Source: an optimization exercise on an open RTL-to-GDS flow (aim: small area). Production flows keep margins and buffers that such runs may drop.
The RTL was checked by simulation tests, not by an equivalence proof against the original design.
Power is estimated from default activity; no workload was simulated.

## flow/design.v

```verilog
module pft (
    input  wire       clk,
    input  wire       rst,           
    input  wire       bus_sel,
    input  wire       bus_we,
    input  wire [8:0] bus_addr,
    input  wire [7:0] bus_wdata,
    output reg  [7:0] bus_rdata,
    output wire       txd,
    input  wire       rxd,
    output wire       irq,
    output wire       ev_dispatch,
    output wire       ev_valid,
    output wire       ev_syncerr
);
    localparam [2:0] TX_IDLE   = 3'd0;
    localparam [2:0] TX_START  = 3'd1;
    localparam [2:0] TX_DATA   = 3'd2;
    localparam [2:0] TX_STOP1  = 3'd3;
    localparam [2:0] TX_STOP2  = 3'd4;
    localparam [2:0] TX_PARITY = 3'd5;
    localparam [2:0] TX_GUARD  = 3'd6;
    localparam [2:0] RX_IDLE     = 3'd0;
    localparam [2:0] RX_BITS     = 3'd1;
    localparam [2:0] RX_STOP1    = 3'd2;
    localparam [2:0] RX_STOP2    = 3'd3;
    localparam [2:0] RX_PARITY   = 3'd4;
    localparam [2:0] RX_FINAL    = 3'd5;
    localparam [2:0] RX_RECOVERY = 3'd6;
    localparam [2:0] RX_GAP      = 3'd7;    
    integer i;
    function [3:0] pop8(input [7:0] v);
        pop8 = {3'd0, v[0]} + {3'd0, v[1]} + {3'd0, v[2]} + {3'd0, v[3]} +
               {3'd0, v[4]} + {3'd0, v[5]} + {3'd0, v[6]} + {3'd0, v[7]};
    endfunction
    reg         rx_en;
    reg  [7:0]  errflags;
    reg  [2:0]  irqen;
    reg  [3:0]  txcmd;
    reg  [6:0]  txlen;
    reg  [23:0] bitper;
    reg  [31:0] quiet;
    reg  [3:0]  rxcmd;
    reg  [5:0]  rxlen;
    reg  [15:0] rxcsr;
    reg  [9:0]  rxcsc;
    reg         rx_ready;
    reg         rx_valid;
    reg  [63*8-1:0] txpayload;
    reg  [63*8-1:0] wpay;            
    reg  [3:0]  wcmd;
    reg  [5:0]  wl;
    reg  [9:0]  wcs;
    reg         wenc;                
    reg  [67*8-1:0] rxw;             
    reg  [6:0]  wcnt;
    reg  [63*8-1:0] rxpay;           
    reg  [2:0]  tx_ph;
    reg  [6:0]  tx_idx;
    reg  [2:0]  tx_nb;               
    reg         tx_par;
    reg  [23:0] tx_p;
    reg  [23:0] tx_cnt;              
    reg         txd_r;
    reg         tx_done;
    reg  [1:0]  sync;
    reg  [2:0]  rx_st;
    reg  [3:0]  rx_bit;              
    reg  [7:0]  rx_byte;
    reg         rx_par;              
    reg  [9:0]  rx_acc;
    reg  [31:0] rx_cnt;              
    reg  [31:0] rx_pq;
    wire [23:0] rx_p    = rx_pq[23:0];
    wire [7:0]  rx_prev = rx_pq[31:24];
    wire [31:0] rx_q    = rx_pq;
    reg         ev_dispatch_r;
    reg         ev_valid_r;
    reg         ev_syncerr_r;
    assign txd         = txd_r;
    assign ev_dispatch = ev_dispatch_r;
    assign ev_valid    = ev_valid_r;
    assign ev_syncerr  = ev_syncerr_r;
    wire tx_busy       = (tx_ph != TX_IDLE);
    wire rx_recovering = (rx_st == RX_RECOVERY);
    wire rx_active     = (rx_st != RX_IDLE) && (rx_st != RX_RECOVERY);
    wire [6:0] rx_idx  = rx_active ? wcnt : 7'd0;
    wire [2:0] rxstate = (rx_st == RX_GAP) ? RX_IDLE : rx_st;
    wire [7:0] status  = {2'b00, tx_done, rx_recovering, rx_active, rx_valid, rx_ready, tx_busy};
    assign irq = (irqen[0] & rx_ready) | (irqen[1] & (errflags != 8'd0)) | (irqen[2] & tx_done);
    wire bus_rd = bus_sel & ~bus_we;
    wire bus_wr = bus_sel &  bus_we;
    wire [6:0] ra = bus_addr[6:0];
    reg [63:0] roh;                  
    always @* for (i = 0; i < 64; i = i + 1) roh[i] = (ra[5:0] == i);
    wire ra6 = ra[6];
    wire [2:0] tp_bsel = bus_addr[6] ? bus_addr[5:3] : txlen[5:3];
    reg [63:0] tp_blk8;               
    always @* begin
        tp_blk8 = 64'd0;
        for (i = 0; i < 7; i = i + 1)
            tp_blk8 = tp_blk8 | (txpayload[64*i +: 64] & {64{tp_bsel == i}});
        tp_blk8 = tp_blk8 | ({8'd0, txpayload[448 +: 56]} & {64{tp_bsel == 3'd7}});
    end
    reg [7:0] rd_tp;
    always @* begin
        rd_tp = 8'h00;
        for (i = 0; i < 8; i = i + 1)
            rd_tp = rd_tp | (tp_blk8[8*i +: 8] & {8{ra[2:0] == i}});
    end
    wire [6:0] wl2 = {1'b0, wl} + 7'd2;
    wire [6:0] wl3 = {1'b0, wl} + 7'd3;
    reg [7:0] rd_tw_pl;
    always @* begin
        rd_tw_pl = wpay[8*62 +: 8] & {8{roh[0] & ra6}};
        for (i = 0; i < 62; i = i + 1)
            rd_tw_pl = rd_tw_pl | (wpay[8*i +: 8] & {8{roh[i+2] & ~ra6}});
    end
    wire [7:0] rd_tw = (rd_tw_pl & {8{ra < wl2}})
                     | ({2'b00, wcmd, 2'b00} & {8{roh[0] & ~ra6}})
                     | ({1'b0, wl, 1'b0} & {8{roh[1] & ~ra6}})
                     | ({6'd0, wcs[9:8]} & {8{ra == wl2}})
                     | (wcs[7:0] & {8{ra == wl3}});
    reg [7:0] rd_rp;
    always @* begin
        rd_rp = 8'h00;
        for (i = 0; i < 63; i = i + 1)
            rd_rp = rd_rp | (rxpay[8*i +: 8] & {8{roh[i]}});
    end
    reg [7:0] rd_rw_lo, rd_rw_hi;
    always @* begin
        rd_rw_lo = 8'h00;
        for (i = 0; i < 64; i = i + 1)
            rd_rw_lo = rd_rw_lo | (rxw[8*i +: 8] & {8{roh[i]}});
        rd_rw_hi = 8'h00;
        for (i = 64; i < 67; i = i + 1)
            rd_rw_hi = rd_rw_hi | (rxw[8*i +: 8] & {8{roh[i-64]}});
    end
    wire [7:0] rd_rw = ra6 ? rd_rw_hi : rd_rw_lo;
    reg [7:0] rd_reg;
    always @* begin
        case (bus_addr[5:0])
            6'h00: rd_reg = {7'd0, rx_en};
            6'h01: rd_reg = status;
            6'h02: rd_reg = errflags;
            6'h03: rd_reg = {5'd0, irqen};
            6'h04: rd_reg = {4'd0, txcmd};
            6'h05: rd_reg = {1'b0, txlen};
            6'h06: rd_reg = wenc ? ({2'b00, wl} + 8'd4) : 8'd0;
            6'h07: rd_reg = {5'd0, rxstate};
            6'h08: rd_reg = bitper[7:0];
            6'h09: rd_reg = bitper[15:8];
            6'h0A: rd_reg = bitper[23:16];
            6'h0C: rd_reg = quiet[7:0];
            6'h0D: rd_reg = quiet[15:8];
            6'h0E: rd_reg = quiet[23:16];
            6'h0F: rd_reg = quiet[31:24];
            6'h10: rd_reg = {4'd0, rxcmd};
            6'h11: rd_reg = {2'd0, rxlen};
            6'h12: rd_reg = rxcsr[15:8];
            6'h13: rd_reg = rxcsr[7:0];
            6'h14: rd_reg = {6'd0, rxcsc[9:8]};
            6'h15: rd_reg = rxcsc[7:0];
            6'h16: rd_reg = {1'b0, rx_idx};
            default: rd_reg = 8'h00;
        endcase
    end
    wire rd_en = ~rst & bus_rd;
    wire [3:0] rsel = {bus_addr[8:7] == 2'b11, bus_addr[8:7] == 2'b10,
                       bus_addr[8:7] == 2'b01, bus_addr[8:7] == 2'b00};
    always @* begin
        bus_rdata = ((rd_reg & {8{rsel[0] & ~bus_addr[6]}})
                   | (rd_tp  & {8{rsel[0] & bus_addr[6]}})
                   | (rd_tw  & {8{rsel[1]}})
                   | (rd_rp  & {8{rsel[2] & (ra < {1'b0, rxlen})}})
                   | (rd_rw  & {8{rsel[3] & (ra < wcnt)}})) & {8{rd_en}};
    end
    wire wr_ctrl     = bus_wr && (bus_addr == 9'h000);
    wire cmd_txstart = wr_ctrl &  bus_wdata[1];
    wire cmd_enconly = wr_ctrl & ~bus_wdata[1] & bus_wdata[2];
    wire cmd_rxack   = wr_ctrl &  bus_wdata[3];
    wire cmd_errclr  = wr_ctrl &  bus_wdata[4];
    wire cmd_txdclr  = wr_ctrl &  bus_wdata[5];
    wire rx_en_w    = wr_ctrl ? bus_wdata[0] : rx_en;
    wire rx_ready_w = rx_ready & ~cmd_rxack;
    reg [23:0] bitper_w;
    reg [31:0] quiet_w;
    always @* begin
        bitper_w = bitper;
        quiet_w  = quiet;
        if (bus_wr) begin
            case (bus_addr)
                9'h008: bitper_w[7:0]   = bus_wdata;
                9'h009: bitper_w[15:8]  = bus_wdata;
                9'h00A: bitper_w[23:16] = bus_wdata;
                9'h00C: quiet_w[7:0]    = bus_wdata;
                9'h00D: quiet_w[15:8]   = bus_wdata;
                9'h00E: quiet_w[23:16]  = bus_wdata;
                9'h00F: quiet_w[31:24]  = bus_wdata;
                default: ;
            endcase
        end
    end
    wire [23:0] p_eff = (bitper_w[23:1] == 23'd0) ? 24'd2 : bitper_w;
    wire [7:0] tp_d = bus_wdata & {8{~rst}};
    reg [62:0] tp_en;
    always @* for (i = 0; i < 63; i = i + 1)
        tp_en[i] = rst | (bus_wr & (bus_addr == 9'h040 + i));
    always @(posedge clk)
        for (i = 0; i < 63; i = i + 1)
            if (tp_en[i]) txpayload[8*i +: 8] <= tp_d;
    wire enc_req  = (cmd_txstart | cmd_enconly) & ~tx_busy;
    wire enc_ok   = enc_req & ~txlen[6];
    wire enc_fail = enc_req &  txlen[6];
    wire tx_begin = cmd_txstart & ~tx_busy & ~txlen[6];
    reg  [54:0] tp_bs_r;
    wire [55:0] tp_bs = {1'b0, tp_bs_r};
    wire [2:0]  enc_q = txlen[5:3];
    wire [2:0]  enc_r = txlen[2:0];
    reg  [7:0]  enc_mq;
    reg  [6:0]  enc_mr;
    wire [55:0] enc_pb = tp_blk8[55:0];   
    always @* begin
        for (i = 0; i < 8; i = i + 1) enc_mq[i] = (i < enc_q);
        for (i = 0; i < 7; i = i + 1) enc_mr[i] = (i < enc_r);
    end
    wire [9:0] enc_cs;
    pft_cstree u_cs (.pb(enc_pb), .mr(enc_mr), .bs(tp_bs), .mq(enc_mq),
                     .h({txcmd, txlen[5:0]}), .cs(enc_cs));
    wire        tp_wr  = bus_wr & (bus_addr[8:6] == 3'b001) & (bus_addr[5:0] != 6'd63);
    wire [2:0]  tp_blkb = bus_addr[5:3];
    wire [6:0]  bs_new = tp_bs[7*tp_blkb +: 7] + {3'd0, pop8(bus_wdata)} - {3'd0, pop8(rd_tp)};
    always @(posedge clk)
        for (i = 0; i < 8; i = i + 1)
            if (rst | (tp_wr & (tp_blkb == i)))
                if (i < 7) tp_bs_r[7*i +: 7] <= bs_new & {7{~rst}};
                else       tp_bs_r[54:49]  <= bs_new[5:0] & {6{~rst}};
    always @(posedge clk)
        if (enc_ok) wpay <= txpayload;
    wire       tx_due = (tx_cnt == tx_p);
    reg [66:0] toh;
    always @* for (i = 0; i < 67; i = i + 1) toh[i] = (tx_idx == i);
    reg [7:0] tx_pl;
    always @* begin
        tx_pl = 8'h00;
        for (i = 0; i < 63; i = i + 1)
            tx_pl = tx_pl | (wpay[8*i +: 8] & {8{toh[i+2]}});
    end
    wire [7:0] tx_cur = (tx_pl & {8{tx_idx < wl2}})
                      | ({2'b00, wcmd, 2'b00} & {8{toh[0]}})
                      | ({1'b0, wl, 1'b0} & {8{toh[1]}})
                      | ({6'd0, wcs[9:8]} & {8{tx_idx == wl2}})
                      | (wcs[7:0] & {8{tx_idx == wl3}});
    wire       tx_bitv = tx_cur[tx_nb];
    wire       line   = sync[1];
    reg [31:0] rx_tgt;
    always @* begin
        if (rx_st == RX_RECOVERY)                rx_tgt = rx_q;
        else if (rx_st == RX_GAP)                rx_tgt = {7'd0, rx_p, 1'b0};
        else if (rx_st == RX_BITS && rx_bit[3])  rx_tgt = {9'd0, rx_p[23:1]};
        else                                     rx_tgt = {8'd0, rx_p};
    end
    wire       rx_due = (rx_cnt == rx_tgt);
    wire       q_done = rx_due || (rx_q == 32'd0);
    wire [6:0] rx_k   = wcnt + 7'd1;
    wire [5:0] rx_len = rxw[14:9];
    wire       rx_cnt_byte = (wcnt < 7'd2) || (wcnt < {1'b0, rx_len} + 7'd2);
    wire [15:0] rx_csr = {rx_prev, rx_byte};
    wire       rx_match = (rx_csr == {6'd0, rx_acc});
    wire rx_e_timeout = (rx_st == RX_GAP)    &  line & rx_due;
    wire rx_e_stop1   = (rx_st == RX_STOP1)  & ~line & rx_due;
    wire rx_e_stop2   = (rx_st == RX_STOP2)  & ~line & rx_due;
    wire rx_commit    = (rx_st == RX_STOP2)  &  line & rx_due;
    wire rx_e_length  = rx_commit & (rx_k == 7'd2) & rx_byte[7];
    wire rx_fin       = (rx_st == RX_FINAL)  & rx_due;
    wire rx_e_final   = rx_fin & ~line;
    wire rx_e_parity  = rx_fin & rx_par;
    wire rx_dispatch  = rx_fin & line & ~rx_par;
    wire rx_err       = rx_e_timeout | rx_e_stop1 | rx_e_stop2 | rx_e_length |
                        rx_e_final | rx_e_parity;
    always @(posedge clk)
        if (rx_en_w && rx_commit)
            for (i = 0; i < 67; i = i + 1)
                if (wcnt == i)
                    rxw[8*i +: 8] <= rx_byte;
    always @(posedge clk)
        if (rx_en_w && rx_dispatch)
            rxpay <= rxw[65*8-1:16];
    always @(posedge clk) begin
        if (rst) begin
            rx_en     <= 1'b0;
            errflags  <= 8'd0;
            irqen     <= 3'd0;
            txcmd     <= 4'd0;
            txlen     <= 7'd0;
            bitper    <= 24'd4;
            quiet     <= 32'd32;
            rxcmd     <= 4'd0;
            rxlen     <= 6'd0;
            rxcsr     <= 16'd0;
            rxcsc     <= 10'd0;
            rx_ready  <= 1'b0;
            rx_valid  <= 1'b0;
            wcmd      <= 4'd0;
            wl        <= 6'd0;
            wcs       <= 10'd0;
            wenc      <= 1'b0;
            wcnt      <= 7'd0;
            tx_ph     <= TX_IDLE;
            txd_r     <= 1'b1;
            tx_done   <= 1'b0;
            sync      <= 2'b11;
            rx_st     <= RX_IDLE;
            ev_dispatch_r <= 1'b0;
            ev_valid_r    <= 1'b0;
            ev_syncerr_r  <= 1'b0;
        end else begin
            if (bus_wr) begin
                case (bus_addr)
                    9'h003: irqen  <= bus_wdata[2:0];
                    9'h004: txcmd  <= bus_wdata[3:0];
                    9'h005: txlen  <= bus_wdata[6:0];
                    default: ;
                endcase
            end
            bitper <= bitper_w;
            quiet  <= quiet_w;
            if (wr_ctrl) rx_en <= bus_wdata[0];
            if (cmd_errclr) errflags <= 8'd0;
            if (cmd_txdclr) tx_done <= 1'b0;
            if (cmd_rxack)  rx_ready <= 1'b0;
            if (enc_fail)   errflags[0] <= 1'b1;
            if (enc_ok) begin
                wcmd <= txcmd;
                wl   <= txlen[5:0];
                wcs  <= enc_cs;
                wenc <= 1'b1;
            end
            if (tx_begin) begin
                tx_p   <= p_eff;
                tx_cnt <= 24'd1;
                tx_idx <= 7'd0;
                tx_nb  <= 3'd0;
                tx_par <= 1'b0;
                tx_ph  <= TX_START;
                txd_r  <= 1'b0;
            end else if (tx_busy && tx_due) begin
                tx_cnt <= 24'd1;
                case (tx_ph)
                    TX_START: begin
                        txd_r  <= tx_bitv;
                        tx_par <= tx_par ^ tx_bitv;
                        tx_nb  <= 3'd1;
                        tx_ph  <= TX_DATA;
                    end
                    TX_DATA: begin
                        if (tx_nb != 3'd0) begin
                            txd_r  <= tx_bitv;
                            tx_par <= tx_par ^ tx_bitv;
                            tx_nb  <= tx_nb + 3'd1;
                        end else begin
                            txd_r <= 1'b1;
                            tx_ph <= TX_STOP1;
                        end
                    end
                    TX_STOP1: begin
                        txd_r <= 1'b1;
                        tx_ph <= TX_STOP2;
                    end
                    TX_STOP2: begin
                        if (tx_idx < wl3) begin
                            tx_idx <= tx_idx + 7'd1;
                            txd_r  <= 1'b0;
                            tx_ph  <= TX_START;
                        end else begin
                            txd_r <= tx_par;
                            tx_ph <= TX_PARITY;
                        end
                    end
                    TX_PARITY: begin
                        txd_r <= 1'b1;
                        tx_ph <= TX_GUARD;
                    end
                    default: begin
                        txd_r   <= 1'b1;
                        tx_ph   <= TX_IDLE;
                        tx_done <= 1'b1;
                    end
                endcase
            end else begin
                tx_cnt <= tx_cnt + 24'd1;
            end
            ev_dispatch_r <= 1'b0;
            ev_valid_r    <= 1'b0;
            ev_syncerr_r  <= 1'b0;
            rx_cnt <= rx_cnt + 32'd1;
            if (!rx_en_w) begin
                rx_st <= RX_IDLE;
            end else begin
                case (rx_st)
                    RX_IDLE: begin
                        if (!line) begin
                            rx_pq[23:0] <= p_eff;
                            rx_cnt <= 32'd1;
                            rx_bit <= 4'hF;
                            wcnt   <= 7'd0;
                            rx_par <= 1'b0;
                            rx_acc <= 10'd0;
                            rx_st  <= RX_BITS;
                        end
                    end
                    RX_GAP: begin
                        if (!line) begin
                            rx_cnt  <= 32'd1;
                            rx_bit  <= 4'hF;
                            rx_pq[31:24] <= rx_byte;
                            rx_st   <= RX_BITS;
                        end
                    end
                    RX_BITS: begin
                        if (rx_due) begin
                            rx_cnt <= 32'd1;
                            rx_bit <= rx_bit + 4'd1;
                            if (!rx_bit[3]) rx_byte <= {line, rx_byte[7:1]};
                            if (rx_bit == 4'd7) rx_st <= RX_STOP1;
                        end
                    end
                    RX_STOP1: begin
                        if (rx_due) begin
                            rx_cnt <= 32'd1;
                            rx_st  <= RX_STOP2;
                        end
                    end
                    RX_STOP2: begin
                        if (rx_commit) begin
                            wcnt   <= rx_k;
                            rx_par <= rx_par ^ (^rx_byte);
                            if (rx_cnt_byte)
                                rx_acc <= rx_acc + {6'd0, pop8(rx_byte)};
                            if (rx_k == {1'b0, rx_len} + 7'd4) begin
                                rx_cnt <= 32'd1;
                                rx_st  <= RX_PARITY;
                            end else begin
                                rx_cnt <= 32'd1;
                                rx_st  <= RX_GAP;
                            end
                        end
                    end
                    RX_PARITY: begin
                        if (rx_due) begin
                            rx_par  <= rx_par ^ line;
                            rx_cnt <= 32'd1;
                            rx_st   <= RX_FINAL;
                        end
                    end
                    RX_FINAL: begin
                        if (rx_dispatch) begin
                            if (rx_ready_w) errflags[7] <= 1'b1;
                            rxcmd <= rxw[5:2];
                            rxlen <= rx_len;
                            rxcsr <= rx_csr;
                            rxcsc <= rx_acc;
                            rx_ready      <= 1'b1;
                            rx_valid      <= rx_match;
                            ev_dispatch_r <= 1'b1;
                            ev_valid_r    <= rx_match;
                            if (rx_match) begin
                                rx_st <= RX_IDLE;
                            end else begin
                                errflags[6] <= 1'b1;
                                rx_st  <= RX_RECOVERY;
                                rx_cnt <= 32'd1;
                                rx_pq  <= quiet_w;
                            end
                        end
                    end
                    RX_RECOVERY: begin
                        if (!line)
                            rx_cnt <= 32'd1;
                        else if (q_done)
                            rx_st <= RX_IDLE;
                    end
                    default: rx_st <= RX_IDLE;
                endcase
                if (rx_err) begin
                    if (rx_e_timeout) errflags[3] <= 1'b1;
                    if (rx_e_stop1 | rx_e_stop2) errflags[1] <= 1'b1;
                    if (rx_e_length) errflags[2] <= 1'b1;
                    if (rx_e_final)  errflags[5] <= 1'b1;
                    if (rx_e_parity) errflags[4] <= 1'b1;
                    ev_syncerr_r <= 1'b1;
                    rx_st  <= RX_RECOVERY;
                    rx_cnt <= 32'd1;
                    rx_pq  <= quiet_w;
                end
            end
            sync <= {sync[0], rxd};
        end
    end
endmodule
module pft_cstree(input [55:0] pb, input [6:0] mr, input [55:0] bs, input [7:0] mq,
                  input [9:0] h, output [9:0] cs);
    wire t1 = bs[0] & mq[0];
    wire t2 = bs[1] & mq[0];
    wire t3 = bs[2] & mq[0];
    wire t4 = bs[3] & mq[0];
    wire t5 = bs[4] & mq[0];
    wire t6 = bs[5] & mq[0];
    wire t7 = bs[6] & mq[0];
    wire t8 = bs[7] & mq[1];
    wire t9 = bs[8] & mq[1];
    wire t10 = bs[9] & mq[1];
    wire t11 = bs[10] & mq[1];
    wire t12 = bs[11] & mq[1];
    wire t13 = bs[12] & mq[1];
    wire t14 = bs[13] & mq[1];
    wire t15 = bs[14] & mq[2];
    wire t16 = bs[15] & mq[2];
    wire t17 = bs[16] & mq[2];
    wire t18 = bs[17] & mq[2];
    wire t19 = bs[18] & mq[2];
    wire t20 = bs[19] & mq[2];
    wire t21 = bs[20] & mq[2];
    wire t22 = bs[21] & mq[3];
    wire t23 = bs[22] & mq[3];
    wire t24 = bs[23] & mq[3];
    wire t25 = bs[24] & mq[3];
    wire t26 = bs[25] & mq[3];
    wire t27 = bs[26] & mq[3];
    wire t28 = bs[27] & mq[3];
    wire t29 = bs[28] & mq[4];
    wire t30 = bs[29] & mq[4];
    wire t31 = bs[30] & mq[4];
    wire t32 = bs[31] & mq[4];
    wire t33 = bs[32] & mq[4];
    wire t34 = bs[33] & mq[4];
    wire t35 = bs[34] & mq[4];
    wire t36 = bs[35] & mq[5];
    wire t37 = bs[36] & mq[5];
    wire t38 = bs[37] & mq[5];
    wire t39 = bs[38] & mq[5];
    wire t40 = bs[39] & mq[5];
    wire t41 = bs[40] & mq[5];
    wire t42 = bs[41] & mq[5];
    wire t43 = bs[42] & mq[6];
    wire t44 = bs[43] & mq[6];
    wire t45 = bs[44] & mq[6];
    wire t46 = bs[45] & mq[6];
    wire t47 = bs[46] & mq[6];
    wire t48 = bs[47] & mq[6];
    wire t49 = bs[48] & mq[6];
    wire t50 = bs[49] & mq[7];
    wire t51 = bs[50] & mq[7];
    wire t52 = bs[51] & mq[7];
    wire t53 = bs[52] & mq[7];
    wire t54 = bs[53] & mq[7];
    wire t55 = bs[54] & mq[7];
    wire t56 = bs[55] & mq[7];
    wire [1:0] t57_v = {1'b0,pb[0]} + {1'b0,pb[1]} + {1'b0,pb[2]};
    wire t57 = t57_v[0];
    wire t58 = t57_v[1];
    wire [1:0] t59_v = {1'b0,pb[3]} + {1'b0,pb[4]} + {1'b0,pb[5]};
    wire t59 = t59_v[0];
    wire t60 = t59_v[1];
    wire [1:0] t61_v = {1'b0,t57} + {1'b0,t59} + {1'b0,pb[6]};
    wire t61 = t61_v[0];
    wire t62 = t61_v[1];
    wire [1:0] t63_v = {1'b0,t58} + {1'b0,t60} + {1'b0,t62};
    wire t63 = t63_v[0];
    wire t64 = t63_v[1];
    wire t65 = t61 & mr[0];
    wire t66 = pb[7] & mr[0];
    wire t67 = t63 & mr[0];
    wire t68 = t64 & mr[0];
    wire [1:0] t69_v = {1'b0,pb[8]} + {1'b0,pb[9]} + {1'b0,pb[10]};
    wire t69 = t69_v[0];
    wire t70 = t69_v[1];
    wire [1:0] t71_v = {1'b0,pb[11]} + {1'b0,pb[12]} + {1'b0,pb[13]};
    wire t71 = t71_v[0];
    wire t72 = t71_v[1];
    wire [1:0] t73_v = {1'b0,t69} + {1'b0,t71} + {1'b0,pb[14]};
    wire t73 = t73_v[0];
    wire t74 = t73_v[1];
    wire [1:0] t75_v = {1'b0,t70} + {1'b0,t72} + {1'b0,t74};
    wire t75 = t75_v[0];
    wire t76 = t75_v[1];
    wire t77 = t73 & mr[1];
    wire t78 = pb[15] & mr[1];
    wire t79 = t75 & mr[1];
    wire t80 = t76 & mr[1];
    wire [1:0] t81_v = {1'b0,pb[16]} + {1'b0,pb[17]} + {1'b0,pb[18]};
    wire t81 = t81_v[0];
    wire t82 = t81_v[1];
    wire [1:0] t83_v = {1'b0,pb[19]} + {1'b0,pb[20]} + {1'b0,pb[21]};
    wire t83 = t83_v[0];
    wire t84 = t83_v[1];
    wire [1:0] t85_v = {1'b0,t81} + {1'b0,t83} + {1'b0,pb[22]};
    wire t85 = t85_v[0];
    wire t86 = t85_v[1];
    wire [1:0] t87_v = {1'b0,t82} + {1'b0,t84} + {1'b0,t86};
    wire t87 = t87_v[0];
    wire t88 = t87_v[1];
    wire t89 = t85 & mr[2];
    wire t90 = pb[23] & mr[2];
    wire t91 = t87 & mr[2];
    wire t92 = t88 & mr[2];
    wire [1:0] t93_v = {1'b0,pb[24]} + {1'b0,pb[25]} + {1'b0,pb[26]};
    wire t93 = t93_v[0];
    wire t94 = t93_v[1];
    wire [1:0] t95_v = {1'b0,pb[27]} + {1'b0,pb[28]} + {1'b0,pb[29]};
    wire t95 = t95_v[0];
    wire t96 = t95_v[1];
    wire [1:0] t97_v = {1'b0,t93} + {1'b0,t95} + {1'b0,pb[30]};
    wire t97 = t97_v[0];
    wire t98 = t97_v[1];
    wire [1:0] t99_v = {1'b0,t94} + {1'b0,t96} + {1'b0,t98};
    wire t99 = t99_v[0];
    wire t100 = t99_v[1];
    wire t101 = t97 & mr[3];
    wire t102 = pb[31] & mr[3];
    wire t103 = t99 & mr[3];
    wire t104 = t100 & mr[3];
    wire [1:0] t105_v = {1'b0,pb[32]} + {1'b0,pb[33]} + {1'b0,pb[34]};
    wire t105 = t105_v[0];
    wire t106 = t105_v[1];
    wire [1:0] t107_v = {1'b0,pb[35]} + {1'b0,pb[36]} + {1'b0,pb[37]};
    wire t107 = t107_v[0];
    wire t108 = t107_v[1];
    wire [1:0] t109_v = {1'b0,t105} + {1'b0,t107} + {1'b0,pb[38]};
    wire t109 = t109_v[0];
    wire t110 = t109_v[1];
    wire [1:0] t111_v = {1'b0,t106} + {1'b0,t108} + {1'b0,t110};
    wire t111 = t111_v[0];
    wire t112 = t111_v[1];
    wire t113 = t109 & mr[4];
    wire t114 = pb[39] & mr[4];
    wire t115 = t111 & mr[4];
    wire t116 = t112 & mr[4];
    wire [1:0] t117_v = {1'b0,pb[40]} + {1'b0,pb[41]} + {1'b0,pb[42]};
    wire t117 = t117_v[0];
    wire t118 = t117_v[1];
    wire [1:0] t119_v = {1'b0,pb[43]} + {1'b0,pb[44]} + {1'b0,pb[45]};
    wire t119 = t119_v[0];
    wire t120 = t119_v[1];
    wire [1:0] t121_v = {1'b0,t117} + {1'b0,t119} + {1'b0,pb[46]};
    wire t121 = t121_v[0];
    wire t122 = t121_v[1];
    wire [1:0] t123_v = {1'b0,t118} + {1'b0,t120} + {1'b0,t122};
    wire t123 = t123_v[0];
    wire t124 = t123_v[1];
    wire t125 = t121 & mr[5];
    wire t126 = pb[47] & mr[5];
    wire t127 = t123 & mr[5];
    wire t128 = t124 & mr[5];
    wire [1:0] t129_v = {1'b0,pb[48]} + {1'b0,pb[49]} + {1'b0,pb[50]};
    wire t129 = t129_v[0];
    wire t130 = t129_v[1];
    wire [1:0] t131_v = {1'b0,pb[51]} + {1'b0,pb[52]} + {1'b0,pb[53]};
    wire t131 = t131_v[0];
    wire t132 = t131_v[1];
    wire [1:0] t133_v = {1'b0,t129} + {1'b0,t131} + {1'b0,pb[54]};
    wire t133 = t133_v[0];
    wire t134 = t133_v[1];
    wire [1:0] t135_v = {1'b0,t130} + {1'b0,t132} + {1'b0,t134};
    wire t135 = t135_v[0];
    wire t136 = t135_v[1];
    wire t137 = t133 & mr[6];
    wire t138 = pb[55] & mr[6];
    wire t139 = t135 & mr[6];
    wire t140 = t136 & mr[6];
    wire [1:0] t141_v = {1'b0,h[0]} + {1'b0,h[1]} + {1'b0,h[2]};
    wire t141 = t141_v[0];
    wire t142 = t141_v[1];
    wire [1:0] t143_v = {1'b0,h[3]} + {1'b0,h[4]} + {1'b0,h[5]};
    wire t143 = t143_v[0];
    wire t144 = t143_v[1];
    wire [1:0] t145_v = {1'b0,h[6]} + {1'b0,h[7]} + {1'b0,h[8]};
    wire t145 = t145_v[0];
    wire t146 = t145_v[1];
    wire [1:0] t147_v = {1'b0,h[9]} + {1'b0,t1} + {1'b0,t8};
    wire t147 = t147_v[0];
    wire t148 = t147_v[1];
    wire [1:0] t149_v = {1'b0,t15} + {1'b0,t22} + {1'b0,t29};
    wire t149 = t149_v[0];
    wire t150 = t149_v[1];
    wire [1:0] t151_v = {1'b0,t36} + {1'b0,t43} + {1'b0,t50};
    wire t151 = t151_v[0];
    wire t152 = t151_v[1];
    wire [1:0] t153_v = {1'b0,t65} + {1'b0,t66} + {1'b0,t77};
    wire t153 = t153_v[0];
    wire t154 = t153_v[1];
    wire [1:0] t155_v = {1'b0,t78} + {1'b0,t89} + {1'b0,t90};
    wire t155 = t155_v[0];
    wire t156 = t155_v[1];
    wire [1:0] t157_v = {1'b0,t101} + {1'b0,t102} + {1'b0,t113};
    wire t157 = t157_v[0];
    wire t158 = t157_v[1];
    wire [1:0] t159_v = {1'b0,t114} + {1'b0,t125} + {1'b0,t126};
    wire t159 = t159_v[0];
    wire t160 = t159_v[1];
    wire [1:0] t161_v = {1'b0,t137} + {1'b0,t138} + {1'b0,t141};
    wire t161 = t161_v[0];
    wire t162 = t161_v[1];
    wire [1:0] t163_v = {1'b0,t143} + {1'b0,t145} + {1'b0,t147};
    wire t163 = t163_v[0];
    wire t164 = t163_v[1];
    wire [1:0] t165_v = {1'b0,t149} + {1'b0,t151} + {1'b0,t153};
    wire t165 = t165_v[0];
    wire t166 = t165_v[1];
    wire [1:0] t167_v = {1'b0,t155} + {1'b0,t157} + {1'b0,t159};
    wire t167 = t167_v[0];
    wire t168 = t167_v[1];
    wire [1:0] t169_v = {1'b0,t161} + {1'b0,t163} + {1'b0,t165};
    wire t169 = t169_v[0];
    wire t170 = t169_v[1];
    wire t171 = t167 ^ t169;
    wire t172 = t167 & t169;
    wire [1:0] t173_v = {1'b0,t2} + {1'b0,t9} + {1'b0,t16};
    wire t173 = t173_v[0];
    wire t174 = t173_v[1];
    wire [1:0] t175_v = {1'b0,t23} + {1'b0,t30} + {1'b0,t37};
    wire t175 = t175_v[0];
    wire t176 = t175_v[1];
    wire [1:0] t177_v = {1'b0,t44} + {1'b0,t51} + {1'b0,t67};
    wire t177 = t177_v[0];
    wire t178 = t177_v[1];
    wire [1:0] t179_v = {1'b0,t79} + {1'b0,t91} + {1'b0,t103};
    wire t179 = t179_v[0];
    wire t180 = t179_v[1];
    wire [1:0] t181_v = {1'b0,t115} + {1'b0,t127} + {1'b0,t139};
    wire t181 = t181_v[0];
    wire t182 = t181_v[1];
    wire [1:0] t183_v = {1'b0,t142} + {1'b0,t144} + {1'b0,t146};
    wire t183 = t183_v[0];
    wire t184 = t183_v[1];
    wire [1:0] t185_v = {1'b0,t148} + {1'b0,t150} + {1'b0,t152};
    wire t185 = t185_v[0];
    wire t186 = t185_v[1];
    wire [1:0] t187_v = {1'b0,t154} + {1'b0,t156} + {1'b0,t158};
    wire t187 = t187_v[0];
    wire t188 = t187_v[1];
    wire [1:0] t189_v = {1'b0,t160} + {1'b0,t162} + {1'b0,t164};
    wire t189 = t189_v[0];
    wire t190 = t189_v[1];
    wire [1:0] t191_v = {1'b0,t166} + {1'b0,t168} + {1'b0,t170};
    wire t191 = t191_v[0];
    wire t192 = t191_v[1];
    wire [1:0] t193_v = {1'b0,t172} + {1'b0,t173} + {1'b0,t175};
    wire t193 = t193_v[0];
    wire t194 = t193_v[1];
    wire [1:0] t195_v = {1'b0,t177} + {1'b0,t179} + {1'b0,t181};
    wire t195 = t195_v[0];
    wire t196 = t195_v[1];
    wire [1:0] t197_v = {1'b0,t183} + {1'b0,t185} + {1'b0,t187};
    wire t197 = t197_v[0];
    wire t198 = t197_v[1];
    wire [1:0] t199_v = {1'b0,t189} + {1'b0,t191} + {1'b0,t193};
    wire t199 = t199_v[0];
    wire t200 = t199_v[1];
    wire [1:0] t201_v = {1'b0,t195} + {1'b0,t197} + {1'b0,t199};
    wire t201 = t201_v[0];
    wire t202 = t201_v[1];
    wire [1:0] t203_v = {1'b0,t3} + {1'b0,t10} + {1'b0,t17};
    wire t203 = t203_v[0];
    wire t204 = t203_v[1];
    wire [1:0] t205_v = {1'b0,t24} + {1'b0,t31} + {1'b0,t38};
    wire t205 = t205_v[0];
    wire t206 = t205_v[1];
    wire [1:0] t207_v = {1'b0,t45} + {1'b0,t52} + {1'b0,t68};
    wire t207 = t207_v[0];
    wire t208 = t207_v[1];
    wire [1:0] t209_v = {1'b0,t80} + {1'b0,t92} + {1'b0,t104};
    wire t209 = t209_v[0];
    wire t210 = t209_v[1];
    wire [1:0] t211_v = {1'b0,t116} + {1'b0,t128} + {1'b0,t140};
    wire t211 = t211_v[0];
    wire t212 = t211_v[1];
    wire [1:0] t213_v = {1'b0,t174} + {1'b0,t176} + {1'b0,t178};
    wire t213 = t213_v[0];
    wire t214 = t213_v[1];
    wire [1:0] t215_v = {1'b0,t180} + {1'b0,t182} + {1'b0,t184};
    wire t215 = t215_v[0];
    wire t216 = t215_v[1];
    wire [1:0] t217_v = {1'b0,t186} + {1'b0,t188} + {1'b0,t190};
    wire t217 = t217_v[0];
    wire t218 = t217_v[1];
    wire [1:0] t219_v = {1'b0,t192} + {1'b0,t194} + {1'b0,t196};
    wire t219 = t219_v[0];
    wire t220 = t219_v[1];
    wire [1:0] t221_v = {1'b0,t198} + {1'b0,t200} + {1'b0,t202};
    wire t221 = t221_v[0];
    wire t222 = t221_v[1];
    wire [1:0] t223_v = {1'b0,t203} + {1'b0,t205} + {1'b0,t207};
    wire t223 = t223_v[0];
    wire t224 = t223_v[1];
    wire [1:0] t225_v = {1'b0,t209} + {1'b0,t211} + {1'b0,t213};
    wire t225 = t225_v[0];
    wire t226 = t225_v[1];
    wire [1:0] t227_v = {1'b0,t215} + {1'b0,t217} + {1'b0,t219};
    wire t227 = t227_v[0];
    wire t228 = t227_v[1];
    wire [1:0] t229_v = {1'b0,t221} + {1'b0,t223} + {1'b0,t225};
    wire t229 = t229_v[0];
    wire t230 = t229_v[1];
    wire t231 = t227 ^ t229;
    wire t232 = t227 & t229;
    wire [1:0] t233_v = {1'b0,t4} + {1'b0,t11} + {1'b0,t18};
    wire t233 = t233_v[0];
    wire t234 = t233_v[1];
    wire [1:0] t235_v = {1'b0,t25} + {1'b0,t32} + {1'b0,t39};
    wire t235 = t235_v[0];
    wire t236 = t235_v[1];
    wire [1:0] t237_v = {1'b0,t46} + {1'b0,t53} + {1'b0,t204};
    wire t237 = t237_v[0];
    wire t238 = t237_v[1];
    wire [1:0] t239_v = {1'b0,t206} + {1'b0,t208} + {1'b0,t210};
    wire t239 = t239_v[0];
    wire t240 = t239_v[1];
    wire [1:0] t241_v = {1'b0,t212} + {1'b0,t214} + {1'b0,t216};
    wire t241 = t241_v[0];
    wire t242 = t241_v[1];
    wire [1:0] t243_v = {1'b0,t218} + {1'b0,t220} + {1'b0,t222};
    wire t243 = t243_v[0];
    wire t244 = t243_v[1];
    wire [1:0] t245_v = {1'b0,t224} + {1'b0,t226} + {1'b0,t228};
    wire t245 = t245_v[0];
    wire t246 = t245_v[1];
    wire [1:0] t247_v = {1'b0,t230} + {1'b0,t232} + {1'b0,t233};
    wire t247 = t247_v[0];
    wire t248 = t247_v[1];
    wire [1:0] t249_v = {1'b0,t235} + {1'b0,t237} + {1'b0,t239};
    wire t249 = t249_v[0];
    wire t250 = t249_v[1];
    wire [1:0] t251_v = {1'b0,t241} + {1'b0,t243} + {1'b0,t245};
    wire t251 = t251_v[0];
    wire t252 = t251_v[1];
    wire [1:0] t253_v = {1'b0,t247} + {1'b0,t249} + {1'b0,t251};
    wire t253 = t253_v[0];
    wire t254 = t253_v[1];
    wire [1:0] t255_v = {1'b0,t5} + {1'b0,t12} + {1'b0,t19};
    wire t255 = t255_v[0];
    wire t256 = t255_v[1];
    wire [1:0] t257_v = {1'b0,t26} + {1'b0,t33} + {1'b0,t40};
    wire t257 = t257_v[0];
    wire t258 = t257_v[1];
    wire [1:0] t259_v = {1'b0,t47} + {1'b0,t54} + {1'b0,t234};
    wire t259 = t259_v[0];
    wire t260 = t259_v[1];
    wire [1:0] t261_v = {1'b0,t236} + {1'b0,t238} + {1'b0,t240};
    wire t261 = t261_v[0];
    wire t262 = t261_v[1];
    wire [1:0] t263_v = {1'b0,t242} + {1'b0,t244} + {1'b0,t246};
    wire t263 = t263_v[0];
    wire t264 = t263_v[1];
    wire [1:0] t265_v = {1'b0,t248} + {1'b0,t250} + {1'b0,t252};
    wire t265 = t265_v[0];
    wire t266 = t265_v[1];
    wire [1:0] t267_v = {1'b0,t254} + {1'b0,t255} + {1'b0,t257};
    wire t267 = t267_v[0];
    wire t268 = t267_v[1];
    wire [1:0] t269_v = {1'b0,t259} + {1'b0,t261} + {1'b0,t263};
    wire t269 = t269_v[0];
    wire t270 = t269_v[1];
    wire [1:0] t271_v = {1'b0,t265} + {1'b0,t267} + {1'b0,t269};
    wire t271 = t271_v[0];
    wire t272 = t271_v[1];
    wire [1:0] t273_v = {1'b0,t6} + {1'b0,t13} + {1'b0,t20};
    wire t273 = t273_v[0];
    wire t274 = t273_v[1];
    wire [1:0] t275_v = {1'b0,t27} + {1'b0,t34} + {1'b0,t41};
    wire t275 = t275_v[0];
    wire t276 = t275_v[1];
    wire [1:0] t277_v = {1'b0,t48} + {1'b0,t55} + {1'b0,t256};
    wire t277 = t277_v[0];
    wire t278 = t277_v[1];
    wire [1:0] t279_v = {1'b0,t258} + {1'b0,t260} + {1'b0,t262};
    wire t279 = t279_v[0];
    wire t280 = t279_v[1];
    wire [1:0] t281_v = {1'b0,t264} + {1'b0,t266} + {1'b0,t268};
    wire t281 = t281_v[0];
    wire t282 = t281_v[1];
    wire [1:0] t283_v = {1'b0,t270} + {1'b0,t272} + {1'b0,t273};
    wire t283 = t283_v[0];
    wire t284 = t283_v[1];
    wire [1:0] t285_v = {1'b0,t275} + {1'b0,t277} + {1'b0,t279};
    wire t285 = t285_v[0];
    wire t286 = t285_v[1];
    wire [1:0] t287_v = {1'b0,t281} + {1'b0,t283} + {1'b0,t285};
    wire t287 = t287_v[0];
    wire t288 = t287_v[1];
    wire [1:0] t289_v = {1'b0,t7} + {1'b0,t14} + {1'b0,t21};
    wire t289 = t289_v[0];
    wire t290 = t289_v[1];
    wire [1:0] t291_v = {1'b0,t28} + {1'b0,t35} + {1'b0,t42};
    wire t291 = t291_v[0];
    wire t292 = t291_v[1];
    wire [1:0] t293_v = {1'b0,t49} + {1'b0,t56} + {1'b0,t274};
    wire t293 = t293_v[0];
    wire t294 = t293_v[1];
    wire [1:0] t295_v = {1'b0,t276} + {1'b0,t278} + {1'b0,t280};
    wire t295 = t295_v[0];
    wire t296 = t295_v[1];
    wire [1:0] t297_v = {1'b0,t282} + {1'b0,t284} + {1'b0,t286};
    wire t297 = t297_v[0];
    wire t298 = t297_v[1];
    wire [1:0] t299_v = {1'b0,t288} + {1'b0,t289} + {1'b0,t291};
    wire t299 = t299_v[0];
    wire t300 = t299_v[1];
    wire [1:0] t301_v = {1'b0,t293} + {1'b0,t295} + {1'b0,t297};
    wire t301 = t301_v[0];
    wire t302 = t301_v[1];
    wire t303 = t299 ^ t301;
    wire t304 = t299 & t301;
    wire [1:0] t305_v = {1'b0,t290} + {1'b0,t292} + {1'b0,t294};
    wire t305 = t305_v[0];
    wire t306 = t305_v[1];
    wire [1:0] t307_v = {1'b0,t296} + {1'b0,t298} + {1'b0,t300};
    wire t307 = t307_v[0];
    wire t308 = t307_v[1];
    wire [1:0] t309_v = {1'b0,t302} + {1'b0,t304} + {1'b0,t305};
    wire t309 = t309_v[0];
    wire t310 = t309_v[1];
    wire t311 = t307 ^ t309;
    wire t312 = t307 & t309;
    wire [1:0] t313_v = {1'b0,t306} + {1'b0,t308} + {1'b0,t310};
    wire t313 = t313_v[0];
    wire t314 = t313_v[1];
    wire t315 = t312 ^ t313;
    wire t316 = t312 & t313;
    wire t317 = t314 ^ t316;
    wire t318 = t314 & t316;
    assign cs = {t317, t315, t311, t303, t287, t271, t253, t231, t201, t171};
endmodule
```

## flow/config.mk

```make
export PLATFORM = sky130hd
export DESIGN_NAME = pft
export DESIGN_NICKNAME = pft
export VERILOG_FILES = /design/flow/design.v
export SDC_FILE = /design/flow/constraint.sdc
export NUM_CORES = 8
export LEC_CHECK = 0
export CAP_MARGIN = 20
export CORE_MARGIN = 2
export CORE_UTILIZATION = 40
export SLEW_MARGIN = 20
```

## flow/constraint.sdc

```tcl
create_clock -name core_clock -period 20.0 [get_ports {clk}]
set_input_delay 4.0000 -clock core_clock [delete_from_list [all_inputs] [get_ports {clk}]]
set_output_delay 4.0000 -clock core_clock [all_outputs]
set_load 0.01 [all_outputs]
```

## flow/flow/run.sh

```bash
#!/bin/bash
# Layout flow: the standard flow (standard.sh), with two changes after the
# standard synthesis:
#   - clock tree: clkbuf_8 leaf buffers over clusters of at most 14 sinks,
#     clkbuf_16 for the rest of the tree, and no dummy loads
#   - the placement and timing repair do not use buf_4 (the platform's
#     don't-use list plus buf_4)
# Each step's full output goes to a log file in this folder.
set -euo pipefail
cd "$(dirname "$0")/.."

# the standard synthesis, unchanged
bash standard.sh synth > log_synth.txt 2>&1

export CTS_ARGS="-sink_clustering_enable -repair_clock_nets -sink_clustering_size 14 -sink_clustering_max_diameter 80 -buf_list sky130_fd_sc_hd__clkbuf_16 -sink_clustering_buffer sky130_fd_sc_hd__clkbuf_8 -dont_use_dummy_load"
DU="sky130_fd_sc_hd__probe_p_8 sky130_fd_sc_hd__probec_p_8 sky130_fd_sc_hd__lpflow_bleeder_1 sky130_fd_sc_hd__lpflow_clkbufkapwr_1 sky130_fd_sc_hd__lpflow_clkbufkapwr_16 sky130_fd_sc_hd__lpflow_clkbufkapwr_2 sky130_fd_sc_hd__lpflow_clkbufkapwr_4 sky130_fd_sc_hd__lpflow_clkbufkapwr_8 sky130_fd_sc_hd__lpflow_clkinvkapwr_1 sky130_fd_sc_hd__lpflow_clkinvkapwr_16 sky130_fd_sc_hd__lpflow_clkinvkapwr_2 sky130_fd_sc_hd__lpflow_clkinvkapwr_4 sky130_fd_sc_hd__lpflow_clkinvkapwr_8 sky130_fd_sc_hd__lpflow_decapkapwr_12 sky130_fd_sc_hd__lpflow_decapkapwr_3 sky130_fd_sc_hd__lpflow_decapkapwr_4 sky130_fd_sc_hd__lpflow_decapkapwr_6 sky130_fd_sc_hd__lpflow_decapkapwr_8 sky130_fd_sc_hd__lpflow_inputiso0n_1 sky130_fd_sc_hd__lpflow_inputiso0p_1 sky130_fd_sc_hd__lpflow_inputiso1n_1 sky130_fd_sc_hd__lpflow_inputiso1p_1 sky130_fd_sc_hd__lpflow_inputisolatch_1 sky130_fd_sc_hd__lpflow_isobufsrc_1 sky130_fd_sc_hd__lpflow_isobufsrc_16 sky130_fd_sc_hd__lpflow_isobufsrc_2 sky130_fd_sc_hd__lpflow_isobufsrc_4 sky130_fd_sc_hd__lpflow_isobufsrc_8 sky130_fd_sc_hd__lpflow_isobufsrckapwr_16 sky130_fd_sc_hd__lpflow_lsbuf_lh_hl_isowell_tap_1 sky130_fd_sc_hd__lpflow_lsbuf_lh_hl_isowell_tap_2 sky130_fd_sc_hd__lpflow_lsbuf_lh_hl_isowell_tap_4 sky130_fd_sc_hd__lpflow_lsbuf_lh_isowell_4 sky130_fd_sc_hd__lpflow_lsbuf_lh_isowell_tap_1 sky130_fd_sc_hd__lpflow_lsbuf_lh_isowell_tap_2 sky130_fd_sc_hd__lpflow_lsbuf_lh_isowell_tap_4 sky130_fd_sc_hd__buf_4"
bash standard.sh "DONT_USE_CELLS=$DU" finish > log_layout.txt 2>&1
```

## flow/standard.sh

```bash
#!/bin/bash
# synth_recipe.tcl (not shown) runs the flow's synth.tcl, then flattens the netlist and writes it again
# the make line also repeats each setting of config.mk as NAME=value (left out here)
make -C /OpenROAD-flow-scripts/flow DESIGN_CONFIG=/design/flow/config.mk WORK_HOME=/design/flow/orfs CLKGATE_MAP_FILE= SYNTH_SCRIPT=/design/flow/synth_recipe.tcl "${@:-finish}"
```

==> flow_metrics.py, run 1 <==
metrics = {
    "global_route": {
        "met1_usage_pct": 61.7,
        "globalRouteOverflowTotal": 0,
        "grt_pass1_wl_um": 859000,
        "grt.met2_usage_pct": 69.0,
        "grt_pass1_vias": 74900,
        "grt_max_degree": 165,
        "grt_usage_pct": 52.5,
        "top_usage_layer": "met2",
        "antenna_found_initial": 169,
        "grt.met3_usage_pct": 28.8,
    },
    "layout": {
        "seq_area_sq_um": 70700,
        "area_growth_pct": 9.64,
        "multi_input_area_sq_um": 30200,
        "fin_nets": 7820,
        "drive_gt1_share_pct": 13.1,
        "fill_cells": 22700,
    },
    "die": {
        "core-area_sq_um": 254000,
        "pin_count": 35,
        "die_h_um": 510,
        "fp.dieArea_sq_um": 260000,
        "start_util_pct": 40.3,
        "fp-row-count": 185,
        "die_w_um": 510,
    },
    "worst_setup_path": {
        "slowest_stage": "nor2_4",
        "worstReg2RegStart": "txlen[5]",
        "cp.required_ns": 20.76,
        "cpMostUsedCell": "fa_1",
        "cp.arrival_ns": 18.41,
        "crit_fanout": 21,
        "critPathTopFamily": "adder cells",
        "crit_type": "in -> reg",
        "endpoint_kind": "flip-flop",
        "crit_start": "bus_addr[6]",
        "path_buf_inv": 10,
        "start_kind": "primary input",
        "cp_slowest_stage_delay_ns": 0.92,
    },
    "power_and_ir_drop": {
        "p_switching_mw": 2.69,
        "p_comb_share_pct": 10.5,
        "pwr-share-clk_pct": 27.9,
        "p_leak_nw": 37.3,
        "ir_drop_v": 0.000111,
        "cellPowerDensity_nw_per_um2": 86.1,
        "intPower_mw": 6.99,
        "swShare_pct": 27.8,
        "p_seq_share_pct": 61.6,
    },
    "sta": {
        "tns_ns": 0,
        "maxSlewHeadroom_pct": 9.50,
        "clock.fmax_ghz": 0.0567,
        "holdWs_ns": 0.369,
        "finalSetupViolCount": 0,
        "drv_slew": 0,
        "tightest_slew_ns": 1.36,
        "finalHoldViolCount": 0,
        "finalClockSkew_ns": 0.122,
        "fin_crit_sh_pct": 88.3,
        "finalCriticalPeriod_ns": 17.65,
        "rsz0062_at_grt": "false",
    },
    "status": {
        "outcome": "no timing/DRC/antenna violations",
    },
    "placement": {
        "routabilityCongestion": 1.14,
        "portBuffers": 34,
        "dp_hpwl_um": 522000,
    },
    "clock_network": {
        "insertion_delay_ns": 0.94,
        "post_cts_buffers": 0,
        "clock_sinks": 2407,
        "ctsResizeCount": 0,
        "cts_max_level": 4,
        "clockRootBuffer": "clkbuf_16",
        "hold_buffers": 0,
        "cts_tree": "done",
        "clkTransAtPathRegs_ns": 0.09,
        "cts_buffer_depth": 3,
        "numCtsBuffers": 205,
    },
    "yosys": {
        "synthCells": 7277,
        "synth_nets": 7506,
        "synthArstFlopShare_pct": 0,
        "ys_types": 96,
        "synth-edff-count": 2249,
        "synthesis.area_sq_um": 103000,
        "ys_dominant_reg_cell": "edfxtp_1",
        "avgSynthCellArea_sq_um": 14.1,
        "ys_ff_latch": 2407,
        "synth-seq-area-share_pct": 69.0,
        "ys_warn_count": 1,
    },
    "worst_hold_path": {
        "hold_path.startpoint": "rxw[63]",
        "hp-class": "reg -> reg",
    },
    "detailed_routing": {
        "drc": 0,
        "ant_nets": 0,
        "avgViaCountPerCell": 7.71,
        "wl_per_cell_um": 62.7,
        "drtIter0Drc": 19200,
        "num_vias": 85600,
        "dr.pass1.iters": 9,
        "wl_um": 696000,
    },
    "job": {
        "cap_violations": 0,
    },
}
final cells by class:
| class | instances | area share (%) |
|---|---|---|
| Antenna cell | 144 | 0.321 |
| Multi-Input combinational cell | 4224 | 26.9 |
| Sequential cell | 2407 | 62.9 |
| Clock buffer | 205 | 2.68 |
| Inverter | 180 | 0.623 |
| Timing Repair Buffer | 573 | 2.83 |
| Tap cell | 3366 | 3.75 |
routing by layer:
metal  up-vias  part of all wire [%]
met4        61                    11
met5         -                  0.16
met2      9979                    39
met1     43500                    34
met3      2849                    16
li1      29200                     -
synthesized netlist by cell type (16+ instances only):
cell	n	area (sq um)
a2111oi_0	17	149
a211oi_1	18	135
a21o_1	17	128
a21oi_1	222	1110
a221o_1	17	170
a221oi_1	90	788
a222oi_1	42	420
a22o_1	84	736
a22oi_1	831	6240
a31oi_1	35	219
a32oi_1	102	893
and2_0	17	106
and2_1	58	363
and3_1	95	594
buf_1	35	131
buf_2	82	410
clkbuf_1	337	1260
dfxtp_1	158	3160
edfxtp_1	2249	67500
fa_1	122	2440
ha_1	85	1060
inv_1	174	653
mux2_2	25	282
mux2i_1	137	1370
mux4_2	21	473
nand2_1	670	2510
nand2b_1	28	175
nand3_1	254	1270
nand4_1	153	957
nor2_1	343	1290
nor2b_1	59	369
nor3_1	131	656
nor4_1	75	469
nor4b_1	16	140
o21ai_0	63	315
o22ai_1	20	125
or2_2	24	150
xnor2_1	90	788
xor2_1	77	674
sequential cells by signal (all words and copies together) (netlist names), 8 cells and up:
register	count
rxw	536
rxpay	504
txpayload	504
wpay	504
tp_bs_r	55
quiet	32
rx_cnt	32
rx_pq	32
bitper	24
tx_cnt	24
tx_p	24
rxcsr	16
rx_acc	10
rxcsc	10
wcs	10
errflags	8
rx_byte	8
logic make-up after synthesis:
group / count (synthesis) / synth area share (%)
AOI/OAI and AO/OA: 1654 / 12.0
adders and majority gates: 208 / 3.43
and+or+nand+nor: 2008 / 9.58
buffers and inverters: 646 / 2.51
DFF: 2407 / 69.0
xor gates and xnor gates: 168 / 1.45
muxes: 186 / 2.11
metrics by stage:
step	std cells	setup WS, ns	util (%)	power [mW]	instance area, sq um
global route	11000	2.21	44.1	9.82	112000
floorplan	7277	1.14	-	6.34	103000
CTS	11000	2.67	44.0	9.56	112000
global placement	10700	1.56	42.8	7.00	109000
detailed placement	10700	1.85	42.8	7.00	109000
finish	11100	2.35	44.2	9.68	112000
power by group through the flow:
stage          registers (mW)  logic, mW  clock network [mW]
2_1_floorplan            5.87      0.474                   0
3_3_place_gp             6.05      0.944                   0
3_5_place_dp             6.04      0.956                   0
4_1_cts                  5.93      0.961                2.67
5_1_grt                  5.95       1.03                2.84
6_report                 5.97       1.01                2.70
worst register-to-register path, delay by kind of cell (launching register included):
kind	cells	cell delay, ns
xor gates and xnor gates	1	0.13
buffers and inverters	10	0.91
muxes	1	0.65
AOI/OAI and AO/OA	2	0.53
adders and majority gates	23	10.00
DFF	1	0.33
and+or+nand+nor	4	1.98
cells in the final DEF, fill, tap and decap left out, types with 21 or more instances in the layout:
cell type | netlist | layout
a221oi_1 | 90 | 89
nand2_1 | 670 | 665
nor4_1 | 75 | 68
inv_1 | 174 | 173
edfxtp_1 | 2249 | 2249
a22oi_1 | 831 | 831
o21ai_0 | 63 | 60
nor3_2 | 6 | 27
fa_1 | 122 | 122
diode_2 | 0 | 144
nand3_1 | 254 | 253
mux2_2 | 25 | 24
and2_1 | 58 | 65
and3_1 | 95 | 95
clkbuf_8 | 0 | 188
clkdlybuf4s25_1 | 0 | 28
nor2b_1 | 59 | 49
buf_2 | 82 | 526
nor2_1 | 343 | 298
a222oi_1 | 42 | 42
nor3_1 | 131 | 85
ha_1 | 85 | 85
nand2b_1 | 28 | 28
a21oi_1 | 222 | 220
mux4_2 | 21 | 21
a32oi_1 | 102 | 101
or2_2 | 24 | 24
mux2i_1 | 137 | 135
dfxtp_1 | 158 | 157
nor3_4 | 1 | 26
nand4_1 | 153 | 153
xor2_1 | 77 | 77
a31oi_1 | 35 | 35
nor2_4 | 1 | 34
xnor2_1 | 90 | 90
a22o_1 | 84 | 84
final timing paths:
path	slack, ns	cells past startpoint	end
worst max-delay path	2.35	41	wcs[9]
worst min-delay path	0.37	0	rxpay[47]
worst max register to register	5.35	41	wcs[9]
worst min register to register	0.37	0	rxpay[47]
==> inputs of run 2 (changes only) <==
--- a/flow/design.v
+++ b/flow/design.v
@@ -215,21 +215,23 @@
     wire tx_begin = cmd_txstart & ~tx_busy & ~txlen[6];
     reg  [54:0] tp_bs_r;
     wire [55:0] tp_bs = {1'b0, tp_bs_r};
+    wire        tp_wr  = bus_wr & (bus_addr[8:6] == 3'b001) & (bus_addr[5:0] != 6'd63);
+    wire [2:0]  tp_blkb = bus_addr[5:3];
     wire [2:0]  enc_q = txlen[5:3];
     wire [2:0]  enc_r = txlen[2:0];
     reg  [7:0]  enc_mq;
     reg  [6:0]  enc_mr;
-    wire [55:0] enc_pb = tp_blk8[55:0];   
+    wire [55:0] enc_pb = tp_wr ? {tp_blk8[55:16], ~rd_tp, bus_wdata} : tp_blk8[55:0];
     always @* begin
-        for (i = 0; i < 8; i = i + 1) enc_mq[i] = (i < enc_q);
-        for (i = 0; i < 7; i = i + 1) enc_mr[i] = (i < enc_r);
+        for (i = 0; i < 8; i = i + 1)
+            enc_mq[i] = tp_wr ? (i == tp_blkb) : (i < enc_q);
+        for (i = 0; i < 7; i = i + 1)
+            enc_mr[i] = tp_wr ? (i < 2) : (i < enc_r);
     end
     wire [9:0] enc_cs;
     pft_cstree u_cs (.pb(enc_pb), .mr(enc_mr), .bs(tp_bs), .mq(enc_mq),
-                     .h({txcmd, txlen[5:0]}), .cs(enc_cs));
-    wire        tp_wr  = bus_wr & (bus_addr[8:6] == 3'b001) & (bus_addr[5:0] != 6'd63);
-    wire [2:0]  tp_blkb = bus_addr[5:3];
-    wire [6:0]  bs_new = tp_bs[7*tp_blkb +: 7] + {3'd0, pop8(bus_wdata)} - {3'd0, pop8(rd_tp)};
+                     .h({txcmd, txlen[5:0]} & {10{~tp_wr}}), .cs(enc_cs));
+    wire [6:0]  bs_new = enc_cs[6:0] - 7'd8;
     always @(posedge clk)
         for (i = 0; i < 8; i = i + 1)
             if (rst | (tp_wr & (tp_blkb == i)))
--- a/flow/config.mk
+++ b/flow/config.mk
@@ -8,4 +8,5 @@
 export CAP_MARGIN = 20
 export CORE_MARGIN = 2
 export CORE_UTILIZATION = 40
+export GPL_ROUTABILITY_DRIVEN = 0
 export SLEW_MARGIN = 20
==> run 2 against run 1 <==
  * The run now fails in global routing (5_1_grt)
  * Synthesized cell count is 0.84% lower
  * Area after synthesis down 0.96%
==> flow_metrics.py, run 2 <==
metrics = {
    "clock_network": {
        "ctsResizeCount": 0,
        "clock_sinks": 2407,
        "cts_max_level": 4,
        "clockRootBuffer": "clkbuf_16",
        "post_cts_buffers": 0,
        "numCtsBuffers": 194,
        "cts_buffer_depth": 3,
        "hold_buffers": 0,
    },
    "yosys": {
        "synthArstFlopShare_pct": 0,
        "synth_common_cells": "2249 x edfxtp_1, 998 x a22oi_1, 702 x nand2_1, 435 x nor2_1, 336 x clkbuf_1",
        "synthCells": 7216,
        "synthTopCellsByArea": "edfxtp_1 67%, a22oi_1 7.4%, dfxtp_1 3.1%",
        "ys_types": 84,
        "synthesis.area_sq_um": 102000,
        "synth-seq-area-share_pct": 69.6,
        "synth-edff-count": 2249,
        "ys_warn_count": 1,
        "yosysTopAreaCellShare_pct": 66.5,
        "yosys.area.top_type": "edfxtp_1",
        "ys_ff_latch": 2407,
        "ys_dominant_reg_cell": "edfxtp_1",
        "avgSynthCellArea_sq_um": 14.1,
        "yosysMostFrequentCell": "edfxtp_1",
        "synth_nets": 7425,
    },
    "die": {
        "start_util_pct": 40.3,
        "fp-row-count": 184,
        "die_h_um": 508,
        "pin_count": 35,
        "die_w_um": 508,
    },
    "status": {
        "toolErrorMsg": "[ERROR GRT-0116] Global routing finished with congestion. Check the congestion regions in the DRC Viewer.",
        "haltStage": "global routing (5_1_grt)",
        "outcome": "did not finish",
    },
    "placement": {
        "portBuffers": 34,
        "dp_hpwl_um": 357000,
        "post_dp_cell_area_sq_um": 107000,
    },
    "global_route": {
        "globalRouteOverflowTotal": 95,
        "grt_pass1_vias": 81400,
        "grt_max_degree": 183,
        "grt_usage_pct": 46.9,
        "grt_pass1_wl_um": 799000,
    },
}
## run 2: changes by cell type after synthesis, moves of 51 or more
cell / before / now
a22oi_1: 831 / 998
nand3_1: 254 / 149
nor2_1: 343 / 435
a32oi_1: 102 / 19
buf_2: 82 / 20
and3_1: 95 / 44
## run 2: stage by stage
step	util (%)	setup WS (ns)	hold WS [ns]	cells
floorplan	-	1.19	0.389	7216
global placement	42.6	1.24	0.401	10600
detailed placement	42.6	1.04	0.398	10600
CTS	43.8	1.95	0.361	10800
## run 2: layer usage
metal,track usage (%),GRT overflow
met1,50.0,11
met3,38.1,22
met4,33.4,23
met5,19.9,5
met2,59.1,34
## run 2: power by group through the flow
stage | combinational [mW] | sequential (mW) | clock, mW
4_1_cts | 0.514 | 5.70 | 2.52
3_3_place_gp | 0.507 | 5.82 | 0
3_5_place_dp | 0.514 | 5.81 | 0
2_1_floorplan | 0.236 | 5.73 | 0
## run 2: how the worst max path moves through the flow
stage | cells after the start | end
after global placement | 42 | wcs[9]
after detailed placement | 40 | wcs[9]
after CTS | 40 | wcs[9]
after floorplan | 9 | wcs[9]
## run 2: logic make-up after synthesis
logic type / count (synthesis) / share of synthesized area (%)
buf+inv: 558 / 2.11
flops: 2407 / 69.6
simple gates: 1937 / 9.05
xor+xnor: 169 / 1.46
fa+ha+maj: 187 / 3.15
mux: 162 / 1.66
compound gates: 1796 / 12.9
==> inputs of run 3 (changes only) <==
--- a/flow/config.mk
+++ b/flow/config.mk
@@ -8,5 +8,4 @@
 export CAP_MARGIN = 20
 export CORE_MARGIN = 2
 export CORE_UTILIZATION = 40
-export GPL_ROUTABILITY_DRIVEN = 0
 export SLEW_MARGIN = 20
==> run 3 against run 2 <==
  * Area after synthesis unchanged
  * Now clean on timing, DRC and antenna
  * Synthesized cell count unchanged
==> flow_metrics.py, run 3 <==
metrics = {
    "status": {
        "outcome": "no timing/DRC/antenna violations",
    },
    "sta": {
        "tightest_slew_ns": 1.45,
        "rsz0062_at_grt": "false",
        "finalSetupViolCount": 0,
        "fin_crit_sh_pct": 93.1,
        "finalCriticalPeriod_ns": 18.62,
        "finalHoldViolCount": 0,
        "holdWs_ns": 0.402,
        "drv_slew": 0,
        "maxSlewHeadroom_pct": 3.34,
        "clock.fmax_ghz": 0.0537,
        "tns_ns": 0,
        "finalClockSkew_ns": 0.117,
    },
    "yosys": {
        "avgSynthCellArea_sq_um": 14.1,
        "synthCells": 7216,
        "ys_dominant_reg_cell": "edfxtp_1",
        "synthTopCellsByArea": "edfxtp_1 67%, a22oi_1 7.4%, dfxtp_1 3.1%",
        "synth_common_cells": "2249 x edfxtp_1, 998 x a22oi_1, 702 x nand2_1, 435 x nor2_1, 336 x clkbuf_1",
        "yosysMostFrequentCell": "edfxtp_1",
        "ys_warn_count": 1,
        "synth_nets": 7425,
        "synthesis.area_sq_um": 102000,
        "synth-edff-count": 2249,
        "synthArstFlopShare_pct": 0,
        "yosys.area.top_type": "edfxtp_1",
        "yosysTopAreaCellShare_pct": 66.5,
        "synth-seq-area-share_pct": 69.6,
        "ys_ff_latch": 2407,
        "ys_types": 84,
    },
    "worst_setup_path": {
        "r2r_end": "wcs[9]",
        "cp.required_ns": 20.74,
        "cp_slowest_stage_delay_ns": 0.77,
        "cp.arrival_ns": 19.36,
        "r2r_slack_ns": 4.55,
        "crit_start": "bus_addr[5]",
        "crit_end": "wcs[9]",
        "reg2regPathDepth": 43,
        "crit_fanout": 30,
        "start_kind": "primary input",
        "slowest_stage": "clkdlybuf4s25_1",
        "crit_type": "in -> reg",
        "worstReg2RegStart": "txlen[5]",
        "endpoint_kind": "flip-flop",
        "cpMostUsedCell": "fa_1",
    },
    "clock_network": {
        "cts_buffer_depth": 3,
        "insertion_delay_ns": 0.93,
        "numCtsBuffers": 205,
        "cts_max_level": 4,
        "post_cts_buffers": 0,
        "ctsResizeCount": 0,
        "clkTransAtPathRegs_ns": 0.10,
        "clockRootBuffer": "clkbuf_16",
        "hold_buffers": 0,
        "clock_sinks": 2407,
        "cts_tree": "done",
    },
    "die": {
        "core-area_sq_um": 252000,
        "die_w_um": 508,
        "die_h_um": 508,
        "fp.dieArea_sq_um": 258000,
        "pin_count": 35,
        "fp-row-count": 184,
        "start_util_pct": 40.3,
    },
    "global_route": {
        "grt_max_degree": 158,
        "antenna_found_initial": 137,
        "grt_usage_pct": 50.1,
        "grt_pass1_vias": 73300,
        "grt_pass1_wl_um": 818000,
        "globalRouteOverflowTotal": 0,
    },
    "layout": {
        "final_common_cell": "edfxtp_1",
        "fin_util_pct": 44.5,
        "largest_reg_flops": 536,
        "largest-register": "rxw",
        "drive_gt1_share_pct": 13.3,
        "fill_cells": 22500,
        "area_growth_pct": 10.4,
        "fin_nets": 7803,
        "final_cell_mix": "2249 x edfxtp_1, 998 x a22oi_1, 701 x nand2_1, 515 x buf_2, 337 x nor2_1",
    },
    "placement": {
        "routabilityCongestion": 1.10,
        "portBuffers": 34,
        "dp_hpwl_um": 485000,
    },
    "detailed_routing": {
        "drtIter0Drc": 18200,
        "wl_met2_um": 271000,
        "ant_nets": 0,
        "met3_length_um": 86500,
        "num_vias": 82300,
        "drc": 0,
        "wl_um": 658000,
        "met1_length_um": 218000,
        "avgViaCountPerCell": 7.47,
        "wl_per_cell_um": 59.7,
        "dr.pass1.iters": 10,
        "routed.top_layer": "met5",
    },
    "power_and_ir_drop": {
        "cellPowerDensity_nw_per_um2": 80.6,
        "total_power_mw": 9.04,
        "ir_drop_v": 0.0000835,
        "p_leak_nw": 36.9,
    },
    "worst_hold_path": {
        "hp-class": "reg -> reg",
        "whs_path_depth": 0,
    },
    "job": {
        "cap_violations": 0,
    },
}
[run 3: worst min path at each step]
stage | startpoint | end
after floorplan | sync[0] | sync[1]
after global placement | sync[0] | sync[1]
after detailed placement | sync[0] | sync[1]
after CTS | rxw[81] | rxpay[65]
after global routing | rxw[224] | rxpay[208]
final | rxw[73] | rxpay[57]
[run 3: cell type report]
type,instances,area (sq um),area share [%]
clock buffers,205,3010,2.69
well taps,3348,4190,3.74
multi-input cells,4251,29900,26.6
repair buffers,582,3520,3.14
diodes,83,208,0.185
inverters,147,572,0.510
flip-flops and latches,2407,70700,63.1
[run 3: metrics by stage]
step / instances / cell area [sq um] / worst slack, ns
finish: 11000 / 112000 / 1.38
floorplan: 7216 / 102000 / 1.19
CTS: 10900 / 112000 / 1.64
global placement: 10700 / 109000 / 0.335
detailed placement: 10700 / 109000 / 0.749
global route: 10900 / 112000 / 1.17
[run 3: worst max-delay path: cells and delay by family]
family	cells	cell delay, ns
buffers and inverters	10	1.98
AOI/OAI and AO/OA	6	2.00
xor gates and xnor gates	1	0.12
muxes	1	0.77
adders and majority gates	23	10.04
and+or+nand+nor	2	0.37
[run 3: layer usage]
metal  global-route usage (%)  up-vias
li1                         -    29000
met1                     58.4    41800
met2                     70.5     8857
met3                     17.8     2551
met4                     49.7       52
met5                    0.185        -
[run 3: cell families after synthesis]
group,Yosys count,share of synthesized area (%)
AND/OR/NAND/NOR,1937,9.05
multiplexers,162,1.66
AO/OA/AOI/OAI,1796,12.9
XOR/XNOR,169,1.46
buffers and inverters,558,2.11
adder cells (fa/ha/maj),187,3.15
flip-flops,2407,69.6
[run 3: power by group]
| group | switching (mW) | internal, mW |
|---|---|---|
| logic | 0.464 | 0.156 |
| registers | 0.153 | 5.58 |
| clock network | 1.69 | 0.993 |

[static timing again, ports no longer ideal]
Ports are ideal in the flow. The routed layouts listed here were re-timed in OpenROAD.
Step 1 (the two cells are an assumption about what drives the block):
set clk [get_ports {clk}]
set_driving_cell -lib_cell sky130_fd_sc_hd__clkbuf_16 $clk
set_driving_cell -lib_cell sky130_fd_sc_hd__buf_2 [delete_from_list [all_inputs] $clk]
Step 2, shift: input delay + t, output delay - t, t = (earliest + latest rising clock arrival at the registers) / 2. This alone moves slack from input paths to output paths.
a / b / c = ideal ports / drivers / drivers and shift; a / b = the first two.
run | t, ns | setup WS [ns] | worst register clock-pin slew, ns | worst data-port slew with drivers (ns) | cell pins on the clock port's net
run 1 | 0.970 | 2.349 / 2.410 / 1.440 | 0.12 / 0.12 | 0.05 | 1
run 3 | 0.958 | 1.379 / 1.450 / 0.492 | 0.11 / 0.11 | 0.18 | 1
After both steps every run listed still meets setup and hold. For run 1, which loses most, drivers alone change the setup slack by +0.061 ns; drivers and shift together by -0.909 ns.
